Background: an optimization exercise with open tools, aiming at small area, a short achievable clock period and few clock cycles per item. Do not read the settings as production practice.
No functional check of the RTL was part of any run shown here.

## flow/design.v (module list and top-level ports; edited modules follow where they fit)
// module sb_xor: 1 lines
// module sb_xnor: 1 lines
// module sb_and: 1 lines
// module sb_nand: 1 lines
// module sb_ao21: 1 lines
// module sb_ao22: 3 lines
// module sb_mux2: 1 lines
// module sb_ainv: 26 lines
// module sb_alin: 26 lines
// module sb_ainvx: 34 lines
// module sb_inv4: 30 lines
// module aes_sbox: 116 lines
// module aes_sbox_k: 125 lines
// module aes_dec_mix: 257 lines
// module aes_enc_mix: 174 lines
// module aes256_cbc: 223 lines
module aes256_cbc #(
  parameter [127:0] IV0 = 128'h0102030405060708090a0b0c0d0e0f10
) (
  input  wire         clk,
  input  wire         rst,         
  input  wire         in_valid,
  output wire         in_ready,
  input  wire [1:0]   in_op,
  input  wire         in_first,
  input  wire [127:0] in_data,
  input  wire [255:0] in_key,
  output wire         out_valid,
  input  wire         out_ready,
  output wire [127:0] out_data,
  output wire [1:0]   out_err
);
  // ...
==> flow/run.sh <==
#!/bin/bash
# synth_recipe.tcl (not shown) runs the flow's synth.tcl, then flattens the netlist and writes it again
# the make line also repeats each setting of config.mk as NAME=value (left out here)
make -C /OpenROAD-flow-scripts/flow DESIGN_CONFIG=/design/flow/config.mk WORK_HOME=/design/flow/orfs CLKGATE_MAP_FILE= SYNTH_SCRIPT=/design/flow/synth_recipe.tcl finish
==> flow/config.mk <==
export PLATFORM = sky130hd
export DESIGN_NAME = aes256_cbc
export DESIGN_NICKNAME = aes256_cbc
export VERILOG_FILES = /design/flow/design.v
export SDC_FILE = /design/flow/constraint.sdc
export NUM_CORES = 8
export LEC_CHECK = 0
export CAP_MARGIN = 30
export CORE_MARGIN = 2
export CORE_UTILIZATION = 45
export CTS_BUF_LIST = sky130_fd_sc_hd__clkbuf_8
export PLACE_DENSITY = 0.6
export SETUP_SLACK_MARGIN = 5
export SLEW_MARGIN = 35
export SYNTH_HIERARCHICAL = 1
export SYNTH_MINIMUM_KEEP_SIZE = 0
==> flow/constraint.sdc <==
create_clock -name core_clock -period 11.0 [get_ports {clk}]
set_input_delay 2.2000 -clock core_clock [delete_from_list [all_inputs] [get_ports {clk}]]
set_output_delay 2.2000 -clock core_clock [all_outputs]
set_load 0.01 [all_outputs]
==> results.yml, run 1 <==
cells_and_area:
  buffer_area_frac: 0.0944
  layout_common_cells: "xor2_1, nand2_1, edfxtp_1, buf_4, a21oi_1"
  multi_input_area_share: 0.579
  post-route-util: 0.555
  clock_buffers: 268
  nFlopsAndLatches: 1296
worst_setup_path:
  critPathMaxFanout: 12
  cp_num_cells: 23
  cp_slowest_cell: "dfxtp_1"
  rr_endpoint: "state[44]"
hold_path:
  min_to: "kn[111]"
  hold_depth: 0
detailed_routing:
  dr.pass1.iters: 7
  routed_wl_um: 469000
  wire_per_inst_um: 30.5
  vias_per_cell: 5.68
place:
  dp_hpwl_um: 351000
  pre_cts_slack_ns: 2.99
synthesis:
  synth.avg_cell_area_um2: 9.56
  netlist.area_leader.share: 0.350
  synth-seq-cells: 1296
  synthAdderAreaFrac: 0.000578
die:
  core-area_um2: 240000
  die_h_um: 494
global_routing:
  grt_usage: 0.368
  grt_pass1_wl_um: 637000
timing:
  finalHoldViolations: 0
run_status:
  outcome: "no timing/DRC/antenna violations"
==> module aes_sbox, before the edit <==
module aes_sbox (input wire [7:0] a, output wire [7:0] y);
  wire U0 = a[7];
  wire U1 = a[6];
  wire U2 = a[5];
  wire U3 = a[4];
  wire U4 = a[3];
  wire U5 = a[2];
  wire U6 = a[1];
  wire U7 = a[0];
  wire T1; sb_xor g0 (.a(U0), .b(U3), .y(T1));
  wire T2; sb_xor g1 (.a(U0), .b(U5), .y(T2));
  wire T3; sb_xor g2 (.a(U0), .b(U6), .y(T3));
  wire T4; sb_xor g3 (.a(U3), .b(U5), .y(T4));
  wire T5; sb_xor g4 (.a(U4), .b(U6), .y(T5));
  wire T6; sb_xor g5 (.a(T1), .b(T5), .y(T6));
  wire T7; sb_xor g6 (.a(U1), .b(U2), .y(T7));
  wire T8; sb_xor g7 (.a(U7), .b(T6), .y(T8));
  wire T9; sb_xor g8 (.a(U7), .b(T7), .y(T9));
  wire T10; sb_xor g9 (.a(T6), .b(T7), .y(T10));
  wire T11; sb_xor g10 (.a(U1), .b(U5), .y(T11));
  wire T12; sb_xor g11 (.a(U2), .b(U5), .y(T12));
  wire T13; sb_xor g12 (.a(T3), .b(T4), .y(T13));
  wire T14; sb_xor g13 (.a(T6), .b(T11), .y(T14));
  wire T15; sb_xor g14 (.a(T5), .b(T11), .y(T15));
  wire T16; sb_xor g15 (.a(T5), .b(T12), .y(T16));
  wire T17; sb_xor g16 (.a(T9), .b(T16), .y(T17));
  wire T18; sb_xor g17 (.a(U3), .b(U7), .y(T18));
  wire T19; sb_xor g18 (.a(T7), .b(T18), .y(T19));
  wire T20; sb_xor g19 (.a(T1), .b(T19), .y(T20));
  wire T21; sb_xor g20 (.a(U6), .b(U7), .y(T21));
  wire T22; sb_xor g21 (.a(T7), .b(T21), .y(T22));
  wire T23; sb_xor g22 (.a(T2), .b(T22), .y(T23));
  wire T24; sb_xor g23 (.a(T2), .b(T10), .y(T24));
  wire T25; sb_xor g24 (.a(T20), .b(T17), .y(T25));
  wire T26; sb_xor g25 (.a(T3), .b(T16), .y(T26));
  wire T27; sb_xor g26 (.a(T1), .b(T12), .y(T27));
  wire M1; sb_nand g27 (.a(T13), .b(T6), .y(M1));
  wire M2; sb_nand g28 (.a(T23), .b(T8), .y(M2));
  wire M3; sb_xor g29 (.a(T14), .b(M1), .y(M3));
  wire M4; sb_nand g30 (.a(T19), .b(U7), .y(M4));
  wire M5; sb_xor g31 (.a(M4), .b(M1), .y(M5));
  wire M6; sb_nand g32 (.a(T3), .b(T16), .y(M6));
  wire M7; sb_nand g33 (.a(T22), .b(T9), .y(M7));
  wire M8; sb_xor g34 (.a(T26), .b(M6), .y(M8));
  wire M9; sb_nand g35 (.a(T20), .b(T17), .y(M9));
  wire M10; sb_xor g36 (.a(M9), .b(M6), .y(M10));
  wire M11; sb_nand g37 (.a(T1), .b(T15), .y(M11));
  wire M12; sb_nand g38 (.a(T4), .b(T27), .y(M12));
  wire M13; sb_xor g39 (.a(M12), .b(M11), .y(M13));
  wire M14; sb_nand g40 (.a(T2), .b(T10), .y(M14));
  wire M15; sb_xor g41 (.a(M14), .b(M11), .y(M15));
  wire M16; sb_xor g42 (.a(M3), .b(M2), .y(M16));
  wire M17; sb_xor g43 (.a(M5), .b(T24), .y(M17));
  wire M18; sb_xor g44 (.a(M8), .b(M7), .y(M18));
  wire M19; sb_xor g45 (.a(M10), .b(M15), .y(M19));
  wire M20; sb_xor g46 (.a(M16), .b(M13), .y(M20));
  wire M21; sb_xor g47 (.a(M17), .b(M15), .y(M21));
  wire M22; sb_xor g48 (.a(M18), .b(M13), .y(M22));
  wire M23; sb_xor g49 (.a(M19), .b(T25), .y(M23));
  wire M24, M25, M26, M27, M28, M29, M30, M31, M32, M33, M34, M35, M36, M37, M38, M39, M40, M41, M42, M43, M44, M45;
  sb_inv4 u_inv (.m20i(M20), .m21i(M21), .m22i(M22), .m23i(M23), .m37(M37), .m38(M38), .m39(M39),
                 .m40(M40), .m41(M41), .m42(M42), .m43(M43), .m44(M44), .m45(M45));
  wire M46; sb_nand p0 (.a(M44), .b(T6), .y(M46));
  wire M47; sb_nand p1 (.a(M40), .b(T8), .y(M47));
  wire M48; sb_nand p2 (.a(M39), .b(U7), .y(M48));
  wire M49; sb_nand p3 (.a(M43), .b(T16), .y(M49));
  wire M50; sb_nand p4 (.a(M38), .b(T9), .y(M50));
  wire M51; sb_nand p5 (.a(M37), .b(T17), .y(M51));
  wire M52; sb_nand p6 (.a(M42), .b(T15), .y(M52));
  wire M53; sb_nand p7 (.a(M45), .b(T27), .y(M53));
  wire M54; sb_nand p8 (.a(M41), .b(T10), .y(M54));
  wire M55; sb_nand p9 (.a(M44), .b(T13), .y(M55));
  wire M56; sb_nand p10 (.a(M40), .b(T23), .y(M56));
  wire M57; sb_nand p11 (.a(M39), .b(T19), .y(M57));
  wire M58; sb_nand p12 (.a(M43), .b(T3), .y(M58));
  wire M59; sb_nand p13 (.a(M38), .b(T22), .y(M59));
  wire M60; sb_nand p14 (.a(M37), .b(T20), .y(M60));
  wire M61; sb_nand p15 (.a(M42), .b(T1), .y(M61));
  wire M62; sb_nand p16 (.a(M45), .b(T4), .y(M62));
  wire M63; sb_nand p17 (.a(M41), .b(T2), .y(M63));
  wire b18; sb_xor h18 (.a(M61), .b(M62), .y(b18));
  wire b19; sb_xor h19 (.a(M50), .b(b18), .y(b19));
  wire b20; sb_xor h20 (.a(M55), .b(M56), .y(b20));
  wire b21; sb_xor h21 (.a(M48), .b(M58), .y(b21));
  wire b22; sb_xor h22 (.a(M46), .b(M49), .y(b22));
  wire b23; sb_xor h23 (.a(M47), .b(b20), .y(b23));
  wire b24; sb_xor h24 (.a(M53), .b(b19), .y(b24));
  wire b25; sb_xor h25 (.a(M51), .b(M59), .y(b25));
  wire b26; sb_xor h26 (.a(M46), .b(M52), .y(b26));
  wire b27; sb_xor h27 (.a(M54), .b(M60), .y(b27));
  wire b28; sb_xor h28 (.a(b21), .b(b27), .y(b28));
  wire b29; sb_xor h29 (.a(b19), .b(b23), .y(b29));
  wire b30; sb_xor h30 (.a(M56), .b(M57), .y(b30));
  wire b31; sb_xor h31 (.a(M48), .b(M51), .y(b31));
  wire b32; sb_xor h32 (.a(M54), .b(M58), .y(b32));
  wire b33; sb_xor h33 (.a(M61), .b(M63), .y(b33));
  wire b34; sb_xor h34 (.a(M49), .b(M52), .y(b34));
  wire b35; sb_xor h35 (.a(b20), .b(b34), .y(b35));
  wire b36; sb_xor h36 (.a(b18), .b(b26), .y(b36));
  wire b37; sb_xor h37 (.a(b18), .b(b25), .y(b37));
  wire b38; sb_xor h38 (.a(b21), .b(b22), .y(b38));
  wire b39; sb_xor h39 (.a(b22), .b(b30), .y(b39));
  wire b40; sb_xor h40 (.a(b25), .b(b32), .y(b40));
  wire b41; sb_xor h41 (.a(b26), .b(b33), .y(b41));
  wire b42; sb_xnor h42 (.a(b28), .b(b41), .y(b42));
  wire b43; sb_xnor h43 (.a(b37), .b(b38), .y(b43));
  wire b44; sb_xor h44 (.a(b23), .b(b36), .y(b44));
  wire b45; sb_xor h45 (.a(b28), .b(b39), .y(b45));
  wire b46; sb_xor h46 (.a(b24), .b(b45), .y(b46));
  wire b47; sb_xor h47 (.a(b24), .b(b35), .y(b47));
  wire b48; sb_xnor h48 (.a(b24), .b(b40), .y(b48));
  wire b49; sb_xor h49 (.a(b29), .b(b31), .y(b49));
  wire b50; sb_xor h50 (.a(b22), .b(b29), .y(b50));
  wire b51; sb_xnor h51 (.a(M53), .b(b44), .y(b51));
  assign y = {b47, b51, b42, b50, b49, b46, b48, b43};
endmodule
==> module aes_sbox_k, before the edit <==
module aes_sbox_k (input wire [7:0] a, input wire [7:0] k, output wire [7:0] y);
  wire U0 = a[7];
  wire U1 = a[6];
  wire U2 = a[5];
  wire U3 = a[4];
  wire U4 = a[3];
  wire U5 = a[2];
  wire U6 = a[1];
  wire U7 = a[0];
  wire T1; sb_xor g0 (.a(U0), .b(U3), .y(T1));
  wire T2; sb_xor g1 (.a(U0), .b(U5), .y(T2));
  wire T3; sb_xor g2 (.a(U0), .b(U6), .y(T3));
  wire T4; sb_xor g3 (.a(U3), .b(U5), .y(T4));
  wire T5; sb_xor g4 (.a(U4), .b(U6), .y(T5));
  wire T6; sb_xor g5 (.a(T1), .b(T5), .y(T6));
  wire T7; sb_xor g6 (.a(U1), .b(U2), .y(T7));
  wire T8; sb_xor g7 (.a(U7), .b(T6), .y(T8));
  wire T9; sb_xor g8 (.a(U7), .b(T7), .y(T9));
  wire T10; sb_xor g9 (.a(T6), .b(T7), .y(T10));
  wire T11; sb_xor g10 (.a(U1), .b(U5), .y(T11));
  wire T12; sb_xor g11 (.a(U2), .b(U5), .y(T12));
  wire T13; sb_xor g12 (.a(T3), .b(T4), .y(T13));
  wire T14; sb_xor g13 (.a(T6), .b(T11), .y(T14));
  wire T15; sb_xor g14 (.a(T5), .b(T11), .y(T15));
  wire T16; sb_xor g15 (.a(T5), .b(T12), .y(T16));
  wire T17; sb_xor g16 (.a(T9), .b(T16), .y(T17));
  wire T18; sb_xor g17 (.a(U3), .b(U7), .y(T18));
  wire T19; sb_xor g18 (.a(T7), .b(T18), .y(T19));
  wire T20; sb_xor g19 (.a(T1), .b(T19), .y(T20));
  wire T21; sb_xor g20 (.a(U6), .b(U7), .y(T21));
  wire T22; sb_xor g21 (.a(T7), .b(T21), .y(T22));
  wire T23; sb_xor g22 (.a(T2), .b(T22), .y(T23));
  wire T24; sb_xor g23 (.a(T2), .b(T10), .y(T24));
  wire T25; sb_xor g24 (.a(T20), .b(T17), .y(T25));
  wire T26; sb_xor g25 (.a(T3), .b(T16), .y(T26));
  wire T27; sb_xor g26 (.a(T1), .b(T12), .y(T27));
  wire M1; sb_nand g27 (.a(T13), .b(T6), .y(M1));
  wire M2; sb_nand g28 (.a(T23), .b(T8), .y(M2));
  wire M3; sb_xor g29 (.a(T14), .b(M1), .y(M3));
  wire M4; sb_nand g30 (.a(T19), .b(U7), .y(M4));
  wire M5; sb_xor g31 (.a(M4), .b(M1), .y(M5));
  wire M6; sb_nand g32 (.a(T3), .b(T16), .y(M6));
  wire M7; sb_nand g33 (.a(T22), .b(T9), .y(M7));
  wire M8; sb_xor g34 (.a(T26), .b(M6), .y(M8));
  wire M9; sb_nand g35 (.a(T20), .b(T17), .y(M9));
  wire M10; sb_xor g36 (.a(M9), .b(M6), .y(M10));
  wire M11; sb_nand g37 (.a(T1), .b(T15), .y(M11));
  wire M12; sb_nand g38 (.a(T4), .b(T27), .y(M12));
  wire M13; sb_xor g39 (.a(M12), .b(M11), .y(M13));
  wire M14; sb_nand g40 (.a(T2), .b(T10), .y(M14));
  wire M15; sb_xor g41 (.a(M14), .b(M11), .y(M15));
  wire M16; sb_xor g42 (.a(M3), .b(M2), .y(M16));
  wire M17; sb_xor g43 (.a(M5), .b(T24), .y(M17));
  wire M18; sb_xor g44 (.a(M8), .b(M7), .y(M18));
  wire M19; sb_xor g45 (.a(M10), .b(M15), .y(M19));
  wire M20; sb_xor g46 (.a(M16), .b(M13), .y(M20));
  wire M21; sb_xor g47 (.a(M17), .b(M15), .y(M21));
  wire M22; sb_xor g48 (.a(M18), .b(M13), .y(M22));
  wire M23; sb_xor g49 (.a(M19), .b(T25), .y(M23));
  wire M24, M25, M26, M27, M28, M29, M30, M31, M32, M33, M34, M35, M36, M37, M38, M39, M40, M41, M42, M43, M44, M45;
  sb_inv4 u_inv (.m20i(M20), .m21i(M21), .m22i(M22), .m23i(M23), .m37(M37), .m38(M38), .m39(M39),
                 .m40(M40), .m41(M41), .m42(M42), .m43(M43), .m44(M44), .m45(M45));
  wire M46; sb_nand p0 (.a(M44), .b(T6), .y(M46));
  wire M47; sb_nand p1 (.a(M40), .b(T8), .y(M47));
  wire M48; sb_nand p2 (.a(M39), .b(U7), .y(M48));
  wire M49; sb_nand p3 (.a(M43), .b(T16), .y(M49));
  wire M50; sb_nand p4 (.a(M38), .b(T9), .y(M50));
  wire M51; sb_nand p5 (.a(M37), .b(T17), .y(M51));
  wire M52; sb_nand p6 (.a(M42), .b(T15), .y(M52));
  wire M53; sb_nand p7 (.a(M45), .b(T27), .y(M53));
  wire M54; sb_nand p8 (.a(M41), .b(T10), .y(M54));
  wire M55; sb_nand p9 (.a(M44), .b(T13), .y(M55));
  wire M56; sb_nand p10 (.a(M40), .b(T23), .y(M56));
  wire M57; sb_nand p11 (.a(M39), .b(T19), .y(M57));
  wire M58; sb_nand p12 (.a(M43), .b(T3), .y(M58));
  wire M59; sb_nand p13 (.a(M38), .b(T22), .y(M59));
  wire M60; sb_nand p14 (.a(M37), .b(T20), .y(M60));
  wire M61; sb_nand p15 (.a(M42), .b(T1), .y(M61));
  wire M62; sb_nand p16 (.a(M45), .b(T4), .y(M62));
  wire M63; sb_nand p17 (.a(M41), .b(T2), .y(M63));
  wire b26; sb_xor h26 (.a(M61), .b(M62), .y(b26));
  wire b27; sb_xor h27 (.a(M56), .b(b26), .y(b27));
  wire b28; sb_xor h28 (.a(M55), .b(b27), .y(b28));
  wire b29; sb_xor h29 (.a(M54), .b(M58), .y(b29));
  wire b30; sb_xor h30 (.a(M46), .b(M49), .y(b30));
  wire b31; sb_xor h31 (.a(M50), .b(M53), .y(b31));
  wire b32; sb_xor h32 (.a(M48), .b(M60), .y(b32));
  wire b33; sb_xor h33 (.a(M46), .b(M52), .y(b33));
  wire b34; sb_xor h34 (.a(M47), .b(M50), .y(b34));
  wire b35; sb_xor h35 (.a(M48), .b(M51), .y(b35));
  wire b36; sb_xor h36 (.a(b29), .b(b31), .y(b36));
  wire b37; sb_xor h37 (.a(M59), .b(b26), .y(b37));
  wire b38; sb_xor h38 (.a(M49), .b(M52), .y(b38));
  wire b39; sb_xor h39 (.a(M47), .b(M53), .y(b39));
  wire b40; sb_xor h40 (.a(M61), .b(M63), .y(b40));
  wire b41; sb_xor h41 (.a(M51), .b(k[1]), .y(b41));
  wire b42; sb_xor h42 (.a(M57), .b(k[2]), .y(b42));
  wire b43; sb_xor h43 (.a(M58), .b(k[0]), .y(b43));
  wire b44; sb_xor h44 (.a(b30), .b(b34), .y(b44));
  wire b45; sb_xor h45 (.a(b29), .b(b33), .y(b45));
  wire b46; sb_xor h46 (.a(b31), .b(b38), .y(b46));
  wire b47; sb_xor h47 (.a(b30), .b(b42), .y(b47));
  wire b48; sb_xor h48 (.a(b34), .b(b35), .y(b48));
  wire b49; sb_xor h49 (.a(b32), .b(b40), .y(b49));
  wire b50; sb_xor h50 (.a(b30), .b(b35), .y(b50));
  wire b51; sb_xor h51 (.a(b33), .b(b39), .y(b51));
  wire b52; sb_xor h52 (.a(b27), .b(b47), .y(b52));
  wire b53; sb_xor h53 (.a(b37), .b(b50), .y(b53));
  wire b54; sb_xor h54 (.a(b36), .b(b37), .y(b54));
  wire b55; sb_xor h55 (.a(b45), .b(b49), .y(b55));
  wire b56; sb_xor h56 (.a(b32), .b(b36), .y(b56));
  wire b57; sb_xor h57 (.a(k[3]), .b(b48), .y(b57));
  wire b58; sb_xor h58 (.a(k[4]), .b(b44), .y(b58));
  wire b59; sb_xor h59 (.a(k[7]), .b(b46), .y(b59));
  wire b60; sb_xor h60 (.a(k[6]), .b(b51), .y(b60));
  wire b61; sb_xnor h61 (.a(b28), .b(b60), .y(b61));
  wire b62; sb_xor h62 (.a(b52), .b(b56), .y(b62));
  wire b63; sb_xor h63 (.a(b28), .b(b58), .y(b63));
  wire b64; sb_xor h64 (.a(b28), .b(b59), .y(b64));
  wire b65; sb_xor h65 (.a(b28), .b(b57), .y(b65));
  wire b66; sb_xnor h66 (.a(b41), .b(b54), .y(b66));
  wire b67; sb_xnor h67 (.a(b43), .b(b53), .y(b67));
  wire b68; sb_xnor h68 (.a(k[5]), .b(b55), .y(b68));
  assign y = {b64, b61, b68, b63, b65, b62, b66, b67};
endmodule
==> inputs of run 2 (changes only) <==
--- a/flow/design.v
+++ b/flow/design.v
@@ -94,7 +94,7 @@
   sb_xor g0c (.a(t0), .b(u0), .y(y[0]));
 endmodule
-module sb_inv4 (input wire m20i, input wire m21i, input wire m22i, input wire m23i,
-                output wire m37, output wire m38, output wire m39, output wire m40, output wire m41,
-                output wire m42, output wire m43, output wire m44, output wire m45);
+module sb_inv4p (input wire m20i, input wire m21i, input wire m22i, input wire m23i,
+                 input wire t1, t2, t3, t4, t6, t8, t9, t10, t13, t15, t16, t17, t19, t20, t22, t23, t27, u7,
+                 output wire n46, n47, n48, n49, n50, n51, n52, n53, n54, n55, n56, n57, n58, n59, n60, n61, n62, n63);
   wire m20 = m20i;
   wire m21 = m21i;
@@ -114,13 +114,31 @@
   wire m35 = m24 & m34;
   wire m36 = m24 ^ m25;
-  assign m37 = m21 ^ m29;
-  assign m38 = m32 ^ m33;
-  assign m39 = m23 ^ m30;
-  assign m40 = m35 ^ m36;
-  assign m41 = m38 ^ m40;
-  assign m42 = m37 ^ m39;
-  assign m43 = m37 ^ m38;
-  assign m44 = m39 ^ m40;
-  assign m45 = m42 ^ m41;
+  wire m37 = m21 ^ m29;
+  wire m38 = m32 ^ m33;
+  wire m39 = m23 ^ m30;
+  wire m40 = m35 ^ m36;
+  wire m41 = m38 ^ m40;
+  wire m42 = m37 ^ m39;
+  wire m43 = m37 ^ m38;
+  wire m44 = m39 ^ m40;
+  wire m45 = m42 ^ m41;
+  assign n46 = ~(m44 & t6);
+  assign n47 = ~(m40 & t8);
+  assign n48 = ~(m39 & u7);
+  assign n49 = ~(m43 & t16);
+  assign n50 = ~(m38 & t9);
+  assign n51 = ~(m37 & t17);
+  assign n52 = ~(m42 & t15);
+  assign n53 = ~(m45 & t27);
+  assign n54 = ~(m41 & t10);
+  assign n55 = ~(m44 & t13);
+  assign n56 = ~(m40 & t23);
+  assign n57 = ~(m39 & t19);
+  assign n58 = ~(m43 & t3);
+  assign n59 = ~(m38 & t22);
+  assign n60 = ~(m37 & t20);
+  assign n61 = ~(m42 & t1);
+  assign n62 = ~(m45 & t4);
+  assign n63 = ~(m41 & t2);
 endmodule
 module aes_sbox (input wire [7:0] a, output wire [7:0] y);
@@ -183,25 +201,8 @@
   wire M22; sb_xor g48 (.a(M18), .b(M13), .y(M22));
   wire M23; sb_xor g49 (.a(M19), .b(T25), .y(M23));
-  wire M24, M25, M26, M27, M28, M29, M30, M31, M32, M33, M34, M35, M36, M37, M38, M39, M40, M41, M42, M43, M44, M45;
-  sb_inv4 u_inv (.m20i(M20), .m21i(M21), .m22i(M22), .m23i(M23), .m37(M37), .m38(M38), .m39(M39),
-                 .m40(M40), .m41(M41), .m42(M42), .m43(M43), .m44(M44), .m45(M45));
-  wire M46; sb_nand p0 (.a(M44), .b(T6), .y(M46));
-  wire M47; sb_nand p1 (.a(M40), .b(T8), .y(M47));
-  wire M48; sb_nand p2 (.a(M39), .b(U7), .y(M48));
-  wire M49; sb_nand p3 (.a(M43), .b(T16), .y(M49));
-  wire M50; sb_nand p4 (.a(M38), .b(T9), .y(M50));
-  wire M51; sb_nand p5 (.a(M37), .b(T17), .y(M51));
-  wire M52; sb_nand p6 (.a(M42), .b(T15), .y(M52));
-  wire M53; sb_nand p7 (.a(M45), .b(T27), .y(M53));
-  wire M54; sb_nand p8 (.a(M41), .b(T10), .y(M54));
-  wire M55; sb_nand p9 (.a(M44), .b(T13), .y(M55));
-  wire M56; sb_nand p10 (.a(M40), .b(T23), .y(M56));
-  wire M57; sb_nand p11 (.a(M39), .b(T19), .y(M57));
-  wire M58; sb_nand p12 (.a(M43), .b(T3), .y(M58));
-  wire M59; sb_nand p13 (.a(M38), .b(T22), .y(M59));
-  wire M60; sb_nand p14 (.a(M37), .b(T20), .y(M60));
-  wire M61; sb_nand p15 (.a(M42), .b(T1), .y(M61));
-  wire M62; sb_nand p16 (.a(M45), .b(T4), .y(M62));
-  wire M63; sb_nand p17 (.a(M41), .b(T2), .y(M63));
+  wire M46, M47, M48, M49, M50, M51, M52, M53, M54, M55, M56, M57, M58, M59, M60, M61, M62, M63;
+  sb_inv4p u_inv (.m20i(M20), .m21i(M21), .m22i(M22), .m23i(M23),
+                  .t1(T1), .t2(T2), .t3(T3), .t4(T4), .t6(T6), .t8(T8), .t9(T9), .t10(T10), .t13(T13), .t15(T15), .t16(T16), .t17(T17), .t19(T19), .t20(T20), .t22(T22), .t23(T23), .t27(T27), .u7(U7),
+                  .n46(M46), .n47(M47), .n48(M48), .n49(M49), .n50(M50), .n51(M51), .n52(M52), .n53(M53), .n54(M54), .n55(M55), .n56(M56), .n57(M57), .n58(M58), .n59(M59), .n60(M60), .n61(M61), .n62(M62), .n63(M63));
   wire b18; sb_xor h18 (.a(M61), .b(M62), .y(b18));
   wire b19; sb_xor h19 (.a(M50), .b(b18), .y(b19));
@@ -299,25 +300,8 @@
   wire M22; sb_xor g48 (.a(M18), .b(M13), .y(M22));
   wire M23; sb_xor g49 (.a(M19), .b(T25), .y(M23));
-  wire M24, M25, M26, M27, M28, M29, M30, M31, M32, M33, M34, M35, M36, M37, M38, M39, M40, M41, M42, M43, M44, M45;
-  sb_inv4 u_inv (.m20i(M20), .m21i(M21), .m22i(M22), .m23i(M23), .m37(M37), .m38(M38), .m39(M39),
-                 .m40(M40), .m41(M41), .m42(M42), .m43(M43), .m44(M44), .m45(M45));
-  wire M46; sb_nand p0 (.a(M44), .b(T6), .y(M46));
-  wire M47; sb_nand p1 (.a(M40), .b(T8), .y(M47));
-  wire M48; sb_nand p2 (.a(M39), .b(U7), .y(M48));
-  wire M49; sb_nand p3 (.a(M43), .b(T16), .y(M49));
-  wire M50; sb_nand p4 (.a(M38), .b(T9), .y(M50));
-  wire M51; sb_nand p5 (.a(M37), .b(T17), .y(M51));
-  wire M52; sb_nand p6 (.a(M42), .b(T15), .y(M52));
-  wire M53; sb_nand p7 (.a(M45), .b(T27), .y(M53));
-  wire M54; sb_nand p8 (.a(M41), .b(T10), .y(M54));
-  wire M55; sb_nand p9 (.a(M44), .b(T13), .y(M55));
-  wire M56; sb_nand p10 (.a(M40), .b(T23), .y(M56));
-  wire M57; sb_nand p11 (.a(M39), .b(T19), .y(M57));
-  wire M58; sb_nand p12 (.a(M43), .b(T3), .y(M58));
-  wire M59; sb_nand p13 (.a(M38), .b(T22), .y(M59));
-  wire M60; sb_nand p14 (.a(M37), .b(T20), .y(M60));
-  wire M61; sb_nand p15 (.a(M42), .b(T1), .y(M61));
-  wire M62; sb_nand p16 (.a(M45), .b(T4), .y(M62));
-  wire M63; sb_nand p17 (.a(M41), .b(T2), .y(M63));
+  wire M46, M47, M48, M49, M50, M51, M52, M53, M54, M55, M56, M57, M58, M59, M60, M61, M62, M63;
+  sb_inv4p u_inv (.m20i(M20), .m21i(M21), .m22i(M22), .m23i(M23),
+                  .t1(T1), .t2(T2), .t3(T3), .t4(T4), .t6(T6), .t8(T8), .t9(T9), .t10(T10), .t13(T13), .t15(T15), .t16(T16), .t17(T17), .t19(T19), .t20(T20), .t22(T22), .t23(T23), .t27(T27), .u7(U7),
+                  .n46(M46), .n47(M47), .n48(M48), .n49(M49), .n50(M50), .n51(M51), .n52(M52), .n53(M53), .n54(M54), .n55(M55), .n56(M56), .n57(M57), .n58(M58), .n59(M59), .n60(M60), .n61(M61), .n62(M62), .n63(M63));
   wire b26; sb_xor h26 (.a(M61), .b(M62), .y(b26));
   wire b27; sb_xor h27 (.a(M56), .b(b26), .y(b27));
--- a/flow/config.mk
+++ b/flow/config.mk
@@ -11,5 +11,5 @@
 export CTS_BUF_LIST = sky130_fd_sc_hd__clkbuf_8
 export PLACE_DENSITY = 0.6
-export SETUP_SLACK_MARGIN = 5
+export SETUP_SLACK_MARGIN = 4.5
 export SLEW_MARGIN = 35
 export SYNTH_HIERARCHICAL = 1
==> run 2 against run 1 <==
Against the previous run:
- global-route usage is 0.80 points lower
- clock-buffer cell count is 10 lower
- critical path type unchanged
- highest routed layer unchanged
- synthesized area is 1.2% higher
- fmax is 6.1% lower
==> results.yml, run 2 <==
worst_setup_path:
  path_delay_family: "XOR/XNOR gates"
  required_ns: 11.96
  slowest_delay_ns: 0.50
  rr_endpoint: "state[108]"
  path_cells: "xor2_4 > xor2_2 > xor2_1 > xor2_1 > xor2_1 > xor2_4 > buf_4 > nor2b_1 > o21a_1 > o21ai_1 > xor2_1 > xor2_1 > xor2_2 > xnor2_4 > buf_4 > xor2_4 > xor2_4 > xor2_2 > xor2_1 > xor2_1 > a21o_1"
  path_buf_inv: 2
  worstSetupStartpointType: "flip-flop"
  path_common_cell: "xor2_1"
  path_class: "reg -> reg"
  critPathMaxFanout: 10
  crit_path_end_kind: "flip-flop"
  arrival_ns: 7.32
  cp_slowest_cell: "dfxtp_1"
  regToRegSetupSlack_ns: 4.64
  r2r_start: "state[23]"
  reg2regPathDepth: 21
synthesis:
  yosysWarningCount: 7
  ys_seq_area_frac: 0.308
  netlist.area_leader.share: 0.349
  synth.distinct_cells: 62
  synth.avg_cell_area_um2: 9.62
  synthMostInstantiatedCell: "xor2_1"
  syn-num-nets: 11800
  synth_ff_type: "edfxtp_1"
  synthArstFlopShare: 0
  synth.top_cells.by_area: "xor2_1, edfxtp_1, dfxtp_1"
  synth_edf_count: 779
  yosysTopAreaCell: "xor2_1"
  syn_inst: 11400
  syn_area_um2: 110000
  synth_common_cells: "xor2_1, edfxtp_1, nand2_1"
  synth-seq-cells: 1296
global_routing:
  grt-ovfl-total: 0
  grt_pass1_wl_um: 635000
  grt_usage: 0.360
  antenna_found_initial: 34
  grt_max_degree: 179
  grt_pass1_vias: 82800
timing:
  setup_viol: 0
  finalCritPeriodShare: 0.578
  relSlewSlack: 0.282
  holdWs_ns: 0.434
  slew_viol_final: 0
  rsz0062_at_grt: "true"
  setup_tns_ns: 0
  tightest_slew_ns: 1.07
  fin_crit_ns: 6.36
  finClkSkew_ns: 0.116
  finalHoldViolations: 0
  max_clock_freq_ghz: 0.157
  fin_ws_ns: 4.64
clocking:
  clock-root-buffer: "clkbuf_8"
  insertion_delay_ns: 1.12
  hold_buffers: 0
  max-clock-path-buffers: 3
  clk_pin_slew_worst_paths_ns: 0.07
  htreeDepth: 4
  cts_tree: "yes"
  cts-buffers-inserted: 230
  clkSinkCount: 1296
detailed_routing:
  routed_wl_um: 463000
  dr.pass1.iters: 8
  wire_per_inst_um: 30.8
  via_count: 85900
  dr.first_iter.drc_count: 10000
  vias_per_cell: 5.71
  postRouteAntennaNets: 0
  drc: 0
place:
  place_congestion: 1.04
  portBuffers: 522
  pre_cts_slack_ns: 2.91
  dp_hpwl_um: 351000
die:
  die_h_um: 497
  die_w_um: 497
  rows: 181
  core-area_um2: 243000
  start_util: 0.452
  die_area_um2: 247000
  ioPinCount: 523
run_status:
  outcome: "no timing/DRC/antenna violations"
hold_path:
  hold_start: "w[106]"
  min_to: "kn[106]"
  hold_depth: 0
  hold_class: "reg -> reg"
cells_and_area:
  layout_common_cells: "xor2_1, edfxtp_1, nand2_1, nor2_1, clkdlybuf4s50_1"
  syn_to_final_growth_pct: 16.5
  drive_gt1_frac: 0.132
  reg.largest.list: "k0 (256), kn (256), w (256)"
  fin_nets: 12000
  layout_commonest_cell: "xor2_1"
  n_fill_cell: 22000
job:
  maxCapViolations: 0
[run 2: changes by cell type after synthesis, sizes merged, moves of 40 or more]
cell / before / now
a21boi: 0 / 40
nor2b: 25 / 65
and3: 76 / 36
a21o: 385 / 425
o21ai: 134 / 194
buf: 769 / 825
nand2: 865 / 685
a21oi: 580 / 500
nand2b: 22 / 62
xor2: 4325 / 4365
[run 2: how the worst max path moves through the flow]
stage	to	from	cells past startpoint	slack, ns
global route	state[0]	state[49]	21	4.43
detailed placement	state[0]	state[100]	21	2.91
global placement	state[0]	state[100]	21	2.53
floorplan	k0[0]	in_op[1]	6	4.00
CTS	state[0]	state[99]	22	4.39
finish	state[108]	state[23]	21	4.64
[run 2: cells by family after synthesis]
group,share of synthesized area
xor+xnor,0.390
compound gates,0.118
simple gates,0.0781
flops,0.308
buf+inv,0.0626
mux,0.0430
fa+ha+maj,0.000571
[run 2: cell type report]
type                       count  area (um^2)  area share
inverter                      64          258     0.00202
timing repair buffer         994         9300      0.0729
clock inverter               178         1480      0.0116
clock buffer                 258         3550      0.0278
multi-input combinational   9041        75200       0.589
antenna                       11         27.5    0.000216
sequential                  1296        33800       0.265
tap                         3202         4010      0.0314
[run 2: per-layer routing]
| metal | share of wire | routed length, um | vias to the layer above | track usage |
|---|---|---|---|---|
| met5 | 0.00042 | 194 | - | 0.00328 |
| met4 | 0.070 | 32400 | 16 | 0.209 |
| met3 | 0.10 | 46600 | 898 | 0.0918 |
| met2 | 0.41 | 188000 | 4469 | 0.508 |
| met1 | 0.42 | 195000 | 42600 | 0.493 |
| li1 | - | - | 37900 | - |
[run 2: worst reg2reg max path: stages (launching register included)]
cell and delay [ns]:
dfxtp_1 0.50, xor2_4 0.29, xor2_2 0.32, xor2_1 0.32, xor2_1 0.21, xor2_1 0.36
xor2_4 0.19, buf_4 0.18, nor2b_1 0.14, o21a_1 0.21, o21ai_1 0.39, xor2_1 0.28
xor2_1 0.27, xor2_2 0.35, xnor2_4 0.24, buf_4 0.35, xor2_4 0.38, xor2_4 0.30
xor2_2 0.28, xor2_1 0.20, xor2_1 0.18, a21o_1 0.34
[run 2: per-stage QoR]
| step | cell area (um^2) | util | std cells |
|---|---|---|---|
| after floorplan | 110000 | - | 11400 |
| after global placement | 116000 | 0.476 | 14500 |
| after detailed placement | 116000 | 0.479 | 14500 |
| after CTS | 124000 | 0.513 | 14900 |
| after global routing | 128000 | 0.526 | 15000 |
| final | 128000 | 0.526 | 15000 |
[run 2: repair_timing]
item                       in CTS  in global routing
resized for setup             339                295
cloned                          0                  0
setup endpoints to repair     257                169
pin swaps                      33                 57
setup buffers                  55                 82
[run 2: per-module statistics from Yosys (local to each module, per instance), excerpt]
| module | copies in the design | cells | flops+latches | area (um^2) |
|---|---|---|---|---|
| aes256_cbc | 1 | 4475 | 1296 | 53900 |
| aes_dec_mix | 4 | 32 | 0 | 240 |
| aes_enc_mix | 4 | 32 | 0 | 240 |
| aes_sbox | 4 | 8 | 0 | 60.1 |
| aes_sbox_k | 16 | 8 | 0 | 60.1 |
| sb_alin | 16 | 8 | 0 | 60.1 |
| sb_and | 128 | 1 | 0 | 6.26 |
| sb_ao21 | 384 | 1 | 0 | 7.51 |
| sb_nand | 180 | 1 | 0 | 3.75 |
| sb_xnor | 208 | 1 | 0 | 8.76 |
==> module aes256_cbc, before the edit <==
module aes256_cbc #(
  parameter [127:0] IV0 = 128'h0102030405060708090a0b0c0d0e0f10
) (
  input  wire         clk,
  input  wire         rst,         
  input  wire         in_valid,
  output wire         in_ready,
  input  wire [1:0]   in_op,
  input  wire         in_first,
  input  wire [127:0] in_data,
  input  wire [255:0] in_key,
  output wire         out_valid,
  input  wire         out_ready,
  output wire [127:0] out_data,
  output wire [1:0]   out_err
);
  localparam [1:0] OP_KEXP = 2'd0, OP_ENC = 2'd1, OP_DEC = 2'd2, OP_ILL = 2'd3;
  localparam [1:0] E_NONE = 2'd0, E_ILLEGAL = 2'd1, E_NOKEY = 2'd2;
  reg         busy;           
  reg [1:0]   err;            
  reg [3:0]   rnd;            
  reg         aesv;           
  reg         ovalid;
  reg [127:0] obuf;           
  reg [1:0]   oerr;
  reg [127:0] state;
  reg [127:0] chain;          
  reg [127:0] mask;           
  reg [255:0] k0;             
  reg [255:0] kn;             
  reg         kn_pending;     
  reg [255:0] w;              
  reg  enc, dec, kexp;        
  wire is_enc  = enc;
  wire is_dec  = dec;
  wire is_kexp = kexp;
  reg         parked;         
  wire at_end  = busy && !parked &&
                 (is_enc ? (rnd == 4'd14) : is_dec ? (rnd == 4'd0) : 1'b1);
  wire done    = at_end || (busy && parked);
  wire fin     = done && (!ovalid || out_ready);
  wire park    = at_end && !fin;
  assign in_ready  = !ovalid && (!busy || done) && !(in_op == OP_DEC && kn_pending);
  assign out_valid = ovalid;
  assign out_data  = obuf;
  assign out_err   = oerr;
  wire accept = in_valid && in_ready;
  wire [127:0] sb;
  wire [127:0] ka;
  genvar g;
  generate
    for (g = 0; g < 16; g = g + 1) begin : g_sbox
      localparam integer I = 15 - g;                        
      localparam integer J = I % 4 + 4 * ((I / 4 + I % 4) % 4);
      aes_sbox_k u_sb (.a(state[8*g +: 8]), .k(ka[127 - 8*J -: 8] & {8{dec}}), .y(sb[8*g +: 8]));
    end
  endgenerate
  reg [127:0] sr, isr;
  integer r, c;
  always @(*) begin
    for (r = 0; r < 4; r = r + 1)
      for (c = 0; c < 4; c = c + 1) begin
        sr[127 - 8*(r + 4*c) -: 8]  = sb[127 - 8*(r + 4*((c + r) % 4)) -: 8];
        isr[127 - 8*(r + 4*c) -: 8] = sb[127 - 8*(r + 4*((c + 4 - r) % 4)) -: 8];
      end
  end
  wire [127:0] wa   = w[255:128];
  wire [127:0] rkey = w[127:0];       
  wire [127:0] q_enc;
  generate
    for (g = 0; g < 4; g = g + 1) begin : g_emix
      aes_enc_mix u_em (.x(sr[32*g +: 32]), .k(rkey[32*g +: 32]), .y(q_enc[32*g +: 32]));
    end
  endgenerate
  generate
    for (g = 0; g < 16; g = g + 1) begin : g_ka
      sb_alin u_ka (.x(rkey[8*g +: 8]), .y(ka[8*g +: 8]));
    end
  endgenerate
  wire [127:0] xs    = isr;                       
  wire [127:0] q_dec;
  generate
    for (g = 0; g < 4; g = g + 1) begin : g_dmix
      aes_dec_mix u_dm (.x(xs[32*g +: 32]), .y(q_dec[32*g +: 32]));
    end
  endgenerate
  wire [127:0] qe_l, qd_l;
  generate
    for (g = 0; g < 16; g = g + 1) begin : g_last
      sb_ainvx u_ai (.x(xs[8*g +: 8]), .m(mask[8*g +: 8]), .y(qd_l[8*g +: 8]));
    end
    for (g = 0; g < 128; g = g + 1) begin : g_laste
      sb_xor u_qe (.a(sr[g]), .b(rkey[g]), .y(qe_l[g]));
    end
  endgenerate
  wire [31:0] ks_sub;
  generate
    for (g = 0; g < 4; g = g + 1) begin : g_ksbox
      aes_sbox u_ksb (.a(rkey[8*g +: 8]), .y(ks_sub[8*g +: 8]));
    end
  endgenerate
  reg [7:0] rcon;
  always @(*) begin
    case (rnd)
      4'd1:    rcon = 8'h01;
      4'd3:    rcon = 8'h02;
      4'd5:    rcon = 8'h04;
      4'd7:    rcon = 8'h08;
      4'd9:    rcon = 8'h10;
      4'd11:   rcon = 8'h20;
      4'd13:   rcon = 8'h40;
      default: rcon = 8'h00;
    endcase
  end
  wire [31:0]  kt;
  wire [127:0] f;
  wire [31:0]  p0 = wa[127:96] ^ {rcon, 24'h0};
  wire [31:0]  p1 = wa[95:64] ^ p0;
  wire [31:0]  p2 = wa[63:32] ^ p1;
  wire [31:0]  p3 = wa[31:0]  ^ p2;
  wire [127:0] kp = {p0, p1, p2, p3};
  wire [127:0] kc = {32'h0, wa[95:64] ^ wa[127:96], wa[63:32] ^ wa[95:64], wa[31:0] ^ wa[63:32]};
  wire [31:0]  ks_rot = {ks_sub[23:0], ks_sub[31:24]};
  generate
    for (g = 0; g < 32; g = g + 1) begin : g_kt
      sb_mux2 u_kt (.s(rnd[0]), .a(ks_sub[g]), .b(ks_rot[g]), .y(kt[g]));
    end
    for (g = 0; g < 128; g = g + 1) begin : g_kf
      sb_xor u_kf (.a(kp[g]), .b(kt[g % 32]), .y(f[g]));
    end
  endgenerate
  wire         chain_now = fin && is_enc && !parked;    
  wire         new_enc = (in_op == OP_ENC) && aesv;
  wire         new_dec = (in_op == OP_DEC) && aesv;
  wire [255:0] kstart = (new_dec && !(busy && is_kexp)) ? kn : k0;
  wire [127:0] kin    = in_data ^ kstart[255:128];
  wire [127:0] init_d;                                   
  generate
    for (g = 0; g < 16; g = g + 1) begin : g_initd
      sb_ainv u_id (.x(kin[8*g +: 8]), .y(init_d[8*g +: 8]));
    end
  endgenerate
  wire         use_sr = chain_now && !in_first;
  wire [127:0] qe     = kin ^ (in_first ? IV0 : chain_now ? rkey : chain);
  wire         s_d    = dec && !accept;
  wire         s_e    = !dec && !accept;
  wire         s_id   = accept && new_dec;
  wire         s_ie   = accept && !new_dec;
  wire [127:0] sr_use, init_e, st_a, st_b, st_next;
  generate
    for (g = 0; g < 128; g = g + 1) begin : g_next
      sb_and  u_su (.a(sr[g]), .b(use_sr), .y(sr_use[g]));
      sb_xor  u_ie (.a(sr_use[g]), .b(qe[g]), .y(init_e[g]));
      sb_ao22 u_sa (.a(s_id), .b(init_d[g]), .c(s_ie), .d(init_e[g]), .y(st_a[g]));
      sb_ao21 u_sb (.a(s_e), .b(q_enc[g]), .c(st_a[g]), .y(st_b[g]));
      sb_ao21 u_sc (.a(s_d), .b(q_dec[g]), .c(st_b[g]), .y(st_next[g]));
    end
  endgenerate
  wire         load_w = (accept && (new_enc || new_dec)) || (busy && is_kexp && rnd == 4'd0);
  wire [127:0] w_lo_e = load_w ? kstart[127:0] : (kc & {128{dec}});
  wire         sel_f0 = !load_w;
  wire         sel_f  = !load_w && !dec;
  wire [127:0] w_lo;
  generate
    for (g = 0; g < 128; g = g + 1) begin : g_wlo
      sb_ao21 u_w (.a(g >= 96 ? sel_f0 : sel_f), .b(f[g]), .c(w_lo_e[g]), .y(w_lo[g]));
    end
  endgenerate
  wire         acc_dec = accept && new_dec;
  wire [127:0] q_l    = is_dec ? qd_l : qe_l;
  wire [127:0] m_next = acc_dec ? (in_first ? IV0 : chain_now ? qe_l : chain) : q_l;
  wire [127:0] o_next = !(is_enc || is_dec) ? 128'h0 : parked ? mask : q_l;
  always @(posedge clk) begin
    state <= st_next;
    w <= {load_w ? kstart[255:128] : rkey, w_lo};
    if (accept && in_op == OP_KEXP) k0 <= in_key;
    if (kn_pending && !is_dec && rnd == 4'd13) kn <= {f, rkey};
    if (acc_dec || park)            mask <= m_next;
  end
  always @(posedge clk) begin
    if (rst) begin
      busy   <= 1'b0;
      parked <= 1'b0;
      kn_pending <= 1'b0;
      aesv   <= 1'b0;
      ovalid <= 1'b0;
      chain  <= IV0;
    end else begin
      if (fin) begin
        ovalid <= 1'b1;
        obuf   <= o_next;
        oerr   <= err;
      end else if (out_ready) begin
        ovalid <= 1'b0;
      end
      if (at_end && is_enc) chain <= qe_l;
      if (park) parked <= 1'b1;
      if (fin) begin
        busy   <= 1'b0;
        parked <= 1'b0;
      end
      rnd <= is_dec ? rnd - 4'd1 : rnd + 4'd1;
      if (kn_pending && !is_dec && rnd == 4'd13) kn_pending <= 1'b0;
      if (accept) begin
        busy <= 1'b1;
        enc  <= new_enc;
        dec  <= new_dec;
        kexp <= (in_op == OP_KEXP);
        err  <= (in_op == OP_ILL) ? E_ILLEGAL : (in_op != OP_KEXP && !aesv) ? E_NOKEY : E_NONE;
        if (in_op == OP_KEXP) begin
          aesv       <= 1'b1;
          kn_pending <= 1'b1;
          rnd        <= 4'd0;
        end
        if (new_enc) rnd <= 4'd1;
        if (new_dec) rnd <= 4'd13;
        if (new_dec) begin
          chain <= in_data;
        end
      end
    end
  end
endmodule
==> inputs of run 3 (changes only) <==
--- a/flow/design.v
+++ b/flow/design.v
@@ -8,56 +8,4 @@
 endmodule
 module sb_mux2 (input wire s, input wire a, input wire b, output wire y); assign y = s ? b : a; endmodule
-module sb_ainv (input wire [7:0] x, output wire [7:0] y);
-  wire t7;
-  sb_xor g7a (.a(x[6]), .b(x[4]), .y(t7));
-  sb_xor  g7b (.a(t7), .b(x[1]), .y(y[7]));
-  wire t6;
-  sb_xor g6a (.a(x[5]), .b(x[3]), .y(t6));
-  sb_xor  g6b (.a(t6), .b(x[0]), .y(y[6]));
-  wire t5;
-  sb_xor g5a (.a(x[7]), .b(x[4]), .y(t5));
-  sb_xor  g5b (.a(t5), .b(x[2]), .y(y[5]));
-  wire t4;
-  sb_xor g4a (.a(x[6]), .b(x[3]), .y(t4));
-  sb_xor  g4b (.a(t4), .b(x[1]), .y(y[4]));
-  wire t3;
-  sb_xor g3a (.a(x[5]), .b(x[2]), .y(t3));
-  sb_xor  g3b (.a(t3), .b(x[0]), .y(y[3]));
-  wire t2;
-  sb_xor g2a (.a(x[7]), .b(x[4]), .y(t2));
-  sb_xnor g2b (.a(t2), .b(x[1]), .y(y[2]));
-  wire t1;
-  sb_xor g1a (.a(x[6]), .b(x[3]), .y(t1));
-  sb_xor  g1b (.a(t1), .b(x[0]), .y(y[1]));
-  wire t0;
-  sb_xor g0a (.a(x[7]), .b(x[5]), .y(t0));
-  sb_xnor g0b (.a(t0), .b(x[2]), .y(y[0]));
-endmodule
-module sb_alin (input wire [7:0] x, output wire [7:0] y);
-  wire t8; sb_xor g8 (.a(x[2]), .b(x[3]), .y(t8));
-  wire t9; sb_xor g9 (.a(x[6]), .b(x[7]), .y(t9));
-  wire t10; sb_xor g10 (.a(x[4]), .b(x[5]), .y(t10));
-  wire t11; sb_xor g11 (.a(x[0]), .b(x[1]), .y(t11));
-  wire t12; sb_xor g12 (.a(t8), .b(t10), .y(t12));
-  wire t13; sb_xor g13 (.a(t9), .b(t11), .y(t13));
-  wire t14; sb_xor g14 (.a(t8), .b(t11), .y(t14));
-  wire t15; sb_xor g15 (.a(t9), .b(t10), .y(t15));
-  wire t16; sb_xor g16 (.a(x[1]), .b(t12), .y(t16));
-  wire t17; sb_xor g17 (.a(x[4]), .b(t14), .y(t17));
-  wire t18; sb_xor g18 (.a(x[5]), .b(t13), .y(t18));
-  wire t19; sb_xor g19 (.a(x[3]), .b(t15), .y(t19));
-  wire t20; sb_xor g20 (.a(x[2]), .b(t13), .y(t20));
-  wire t21; sb_xor g21 (.a(x[7]), .b(t14), .y(t21));
-  wire t22; sb_xor g22 (.a(x[0]), .b(t15), .y(t22));
-  wire t23; sb_xor g23 (.a(x[6]), .b(t12), .y(t23));
-  assign y[0] = t22;
-  assign y[1] = t18;
-  assign y[2] = t20;
-  assign y[3] = t21;
-  assign y[4] = t17;
-  assign y[5] = t16;
-  assign y[6] = t23;
-  assign y[7] = t19;
-endmodule
 module sb_ainvx (input wire [7:0] x, input wire [7:0] m, output wire [7:0] y);
   wire t7, u7;
@@ -827,4 +775,30 @@
   assign out_err   = oerr;
   wire accept = in_valid && in_ready;
+  function automatic [7:0] xtime(input [7:0] a);
+    xtime = {a[6:0], 1'b0} ^ (a[7] ? 8'h1b : 8'h00);
+  endfunction
+  function automatic [7:0] ainv(input [7:0] b);
+    ainv = {b[6] ^ b[4] ^ b[1], b[5] ^ b[3] ^ b[0], b[7] ^ b[4] ^ b[2], b[6] ^ b[3] ^ b[1],
+            b[5] ^ b[2] ^ b[0], ~(b[7] ^ b[4] ^ b[1]), b[6] ^ b[3] ^ b[0], ~(b[7] ^ b[5] ^ b[2])};
+  endfunction
+  function automatic [7:0] alin(input [7:0] b);
+    integer i;
+    begin
+      for (i = 0; i < 8; i = i + 1)
+        alin[i] = b[i] ^ b[(i + 4) % 8] ^ b[(i + 5) % 8] ^ b[(i + 6) % 8] ^ b[(i + 7) % 8];
+    end
+  endfunction
+  function automatic [127:0] alin_all(input [127:0] v);
+    integer i;
+    begin
+      for (i = 0; i < 16; i = i + 1) alin_all[8*i +: 8] = alin(v[8*i +: 8]);
+    end
+  endfunction
+  function automatic [127:0] ainv_all(input [127:0] v);
+    integer i;
+    begin
+      for (i = 0; i < 16; i = i + 1) ainv_all[8*i +: 8] = ainv(v[8*i +: 8]);
+    end
+  endfunction
   wire [127:0] sb;
   wire [127:0] ka;
@@ -854,9 +828,5 @@
     end
   endgenerate
-  generate
-    for (g = 0; g < 16; g = g + 1) begin : g_ka
-      sb_alin u_ka (.x(rkey[8*g +: 8]), .y(ka[8*g +: 8]));
-    end
-  endgenerate
+  assign ka = alin_all(rkey);
   wire [127:0] xs    = isr;                       
   wire [127:0] q_dec;
@@ -916,10 +886,5 @@
   wire [255:0] kstart = (new_dec && !(busy && is_kexp)) ? kn : k0;
   wire [127:0] kin    = in_data ^ kstart[255:128];
-  wire [127:0] init_d;                                   
-  generate
-    for (g = 0; g < 16; g = g + 1) begin : g_initd
-      sb_ainv u_id (.x(kin[8*g +: 8]), .y(init_d[8*g +: 8]));
-    end
-  endgenerate
+  wire [127:0] init_d = ainv_all(kin);                   
   wire         use_sr = chain_now && !in_first;
   wire [127:0] qe     = kin ^ (in_first ? IV0 : chain_now ? rkey : chain);
==> run 3 against run 2 <==
Against the previous run:
- first-iteration DRC count increased by 31%
- fmax rose by 0.26%
- still clean
- sequential share of layout area is 0.86 points lower
- synthesized cell count grew 8.5%
- clock-buffer cell count up 17
- largest cell class unchanged
==> results.yml, run 3 <==
synthesis:
  synth-seq-cells: 1296
  yosysTopAreaCell: "xor2_1"
  syn_area_um2: 113000
  synth.distinct_cells: 57
  netlist.area_leader.share: 0.322
  synthMostInstantiatedCell: "xor2_1"
  synth.top_cells.by_area: "xor2_1, edfxtp_1, dfxtp_1"
  synth.avg_cell_area_um2: 9.15
  synth_common_cells: "xor2_1, nand2_1, edfxtp_1"
  ys_seq_area_frac: 0.299
  syn_inst: 12400
  syn-num-nets: 12800
  synthArstFlopShare: 0
  yosysWarningCount: 7
  synth_edf_count: 779
  synth_ff_type: "edfxtp_1"
place:
  pre_cts_slack_ns: 2.95
  dp_hpwl_um: 377000
  dp.cells: 15600
  place_congestion: 1.02
  place_area_um2: 121000
  portBuffers: 522
worst_setup_path:
  rr_endpoint: "state[2]"
  path_common_cell: "xor2_2"
  slowest_delay_ns: 0.55
  cp_num_cells: 22
  path_buf_inv: 2
  path_class: "reg -> reg"
  path_delay_family: "XOR/XNOR gates"
  cp_slowest_cell: "dfxtp_1"
  path_cells: "xor2_4 > xor2_2 > xor2_1 > nand2_1 > xor2_2 > xor2_2 > xor2_4 > buf_4 > nand2b_1 > o211ai_1 > o2111ai_2 > xor2_1 > xor2_2 > xor2_2 > xor2_1 > buf_6 > xor2_4 > xor2_2 > xor2_1 > xor2_1 > xnor2_1 > a21o_1"
  required_ns: 11.92
  crit_start: "state[28]"
  crit_path_end_kind: "flip-flop"
  worstSetupStartpointType: "flip-flop"
  regToRegSetupSlack_ns: 4.66
  arrival_ns: 7.26
  reg2regPathDepth: 22
  r2r_start: "state[28]"
  endpoint: "state[2]"
  critPathMaxFanout: 12
global_routing:
  grt_pass1_wl_um: 692000
  grt_usage: 0.379
  antenna_found_initial: 41
  grt_max_degree: 172
  grt_pass1_vias: 89600
  grt-ovfl-total: 0
  top_usage_layer: "met1"
  grt_util_met1: 0.529
  use_met2: 0.516
  met3_usage: 0.117
clocking:
  insertion_delay_ns: 1.10
  htreeDepth: 4
  cts-buffers-inserted: 236
  max-clock-path-buffers: 3
  clock-root-buffer: "clkbuf_8"
  clk_pin_slew_worst_paths_ns: 0.07
  clkSinkCount: 1296
  cts_tree: "yes"
detailed_routing:
  dr.pass1.iters: 8
  dr.first_iter.drc_count: 13100
  wire_per_inst_um: 31.3
  routed_wl_um: 505000
  vias_per_cell: 5.89
  postRouteAntennaNets: 0
  via_count: 95100
  drc: 0
hold_path:
  hold_class: "reg -> reg"
cells_and_area:
  post-route-util: 0.529
  multi_input_area_um2: 78900
  layout_commonest_cell: "xor2_1"
  layout.area.seq_um2: 33800
  finalInstanceArea_um2: 132000
  drive_gt1_frac: 0.114
  final_cells: 16100
  reg.largest.list: "k0 (256), kn (256), w (256)"
  fin_nets: 13000
  layout_common_cells: "xor2_1, nand2_1, edfxtp_1, a21oi_1, nor2_1"
  n_fill_cell: 22800
  syn_to_final_growth_pct: 16.6
timing:
  slew_viol_final: 0
  holdWs_ns: 0.373
  rsz0062_at_grt: "true"
  setup_tns_ns: 0
  max_clock_freq_ghz: 0.158
  finalHoldViolations: 0
  relSlewSlack: 0.255
  finalCritPeriodShare: 0.576
  finClkSkew_ns: 0.131
  fin_crit_ns: 6.34
  fin_ws_ns: 4.66
  tightest_slew_ns: 1.11
  setup_viol: 0
die:
  rows: 183
  ioPinCount: 523
  die_h_um: 505
  die_area_um2: 255000
  start_util: 0.454
  core-area_um2: 249000
  die_w_um: 505
job:
  maxCapViolations: 0
run_status:
  outcome: "no timing/DRC/antenna violations"
-- run 3: per-module statistics from Yosys (local to each module, per instance), a selection --
module | cell area (um^2) | flops+latches | cells
aes256_cbc | 62800 | 1296 | 6082
aes_dec_mix | 240 | 0 | 32
aes_enc_mix | 240 | 0 | 32
aes_sbox | 60.1 | 0 | 8
aes_sbox_k | 60.1 | 0 | 8
sb_and | 6.26 | 0 | 1
sb_ao21 | 7.51 | 0 | 1
sb_ao22 | 8.76 | 0 | 1
sb_inv4p | 362 | 0 | 57
sb_mux2 | 15.0 | 0 | 1
sb_nand | 3.75 | 0 | 1
sb_xnor | 8.76 | 0 | 1
sb_xor | 8.76 | 0 | 1
-- run 3: final cells by class --
class,instances,share of cell area
Clock buffer,275,0.0287
Sequential cell,1296,0.256
Antenna cell,22,0.000418
Tap cell,3330,0.0316
Timing Repair Buffer,981,0.0709
Clock inverter,179,0.0114
Inverter,65,0.00198
Multi-Input combinational cell,9995,0.599
-- run 3: worst min-delay path by stage --
| stage | from | to | slack (ns) | cells after the start |
|---|---|---|---|---|
| 2_1_floorplan | err[0] | oerr[0] | 0.40 | 0 |
| 3_3_place_gp | w[70] | kn[70] | 0.42 | 0 |
| 3_5_place_dp | w[64] | kn[64] | 0.42 | 0 |
| 4_1_cts | w[48] | kn[48] | 0.36 | 0 |
| 5_1_grt | w[48] | kn[48] | 0.36 | 0 |
| 6_report | w[48] | kn[48] | 0.37 | 0 |
-- run 3: worst reg2reg max path, cell delays in order (launching register included) --
cell	delay, ns
dfxtp_1	0.55
xor2_4	0.32
xor2_2	0.32
xor2_1	0.32
nand2_1	0.16
xor2_2	0.38
xor2_2	0.28
xor2_4	0.27
buf_4	0.19
nand2b_1	0.07
o211ai_1	0.17
o2111ai_2	0.22
xor2_1	0.36
xor2_2	0.28
xor2_2	0.31
xor2_1	0.21
buf_6	0.29
xor2_4	0.34
xor2_2	0.33
xor2_1	0.26
xor2_1	0.31
xnor2_1	0.14
a21o_1	0.16
-- run 3: per-layer routing --
layer / up-vias / part of all wire
li1: 41700 / -
met1: 46400 / 0.42
met2: 5908 / 0.40
met3: 1046 / 0.12
met4: 14 / 0.063
met5: - / 0.00042
-- run 3: what timing repair did --
| item | in CTS | in global routing |
|---|---|---|
| hold buffers | 0 | 0 |
| gates resized for setup | 289 | 273 |
| cloned | 0 | 0 |
| buffers inserted | 41 | 63 |
| setup endpoints to repair | 263 | 242 |
| pin swaps | 36 | 39 |
-- run 3: cells by family after synthesis --
group	share of synthesized area
adder cells (fa/ha/maj)	0.000554
XOR/XNOR	0.363
AND/OR/NAND/NOR	0.126
flip-flops	0.299
multiplexers	0.0333
buffers and inverters	0.0548
AO/OA/AOI/OAI	0.124

[separate check: timing with driven ports]
How much do the figures lean on ideal ports? The routed layouts below were timed once more, with nothing changed but the port constraints.
Step 1: set_driving_cell puts a clkbuf_16 on clk and a buf_2 on each other input, an assumption about the parent block.
Step 2 adds t to the input delays and takes it off the output delays; t is the mean of the earliest and latest rising clock arrival at the registers after step 1. Input paths then give back, and output paths get back, about the clock's delay inside the block.
Slacks: no drivers / after step 1 / after step 2; pairs: no drivers / after step 1.
run	t (ns)	setup slack, ns	worst hold slack (ns)	worst setup path after step 2	pins driven straight from the clock port
run 1	1.150	5.031 / 5.031 / 4.156	0.425 / 0.425 / 0.425	input to register	1
run 2	1.158	4.643 / 4.583 / 3.919	0.434 / 0.434 / 0.434	input to register	1
run 3	1.155	4.660 / 4.628 / 3.475	0.373 / 0.373 / 0.373	input to register	1
After both steps every run listed still meets setup and hold. The setup slack of run 3, which loses most, moves by -0.032 ns with the drivers and by -1.185 ns with both steps.
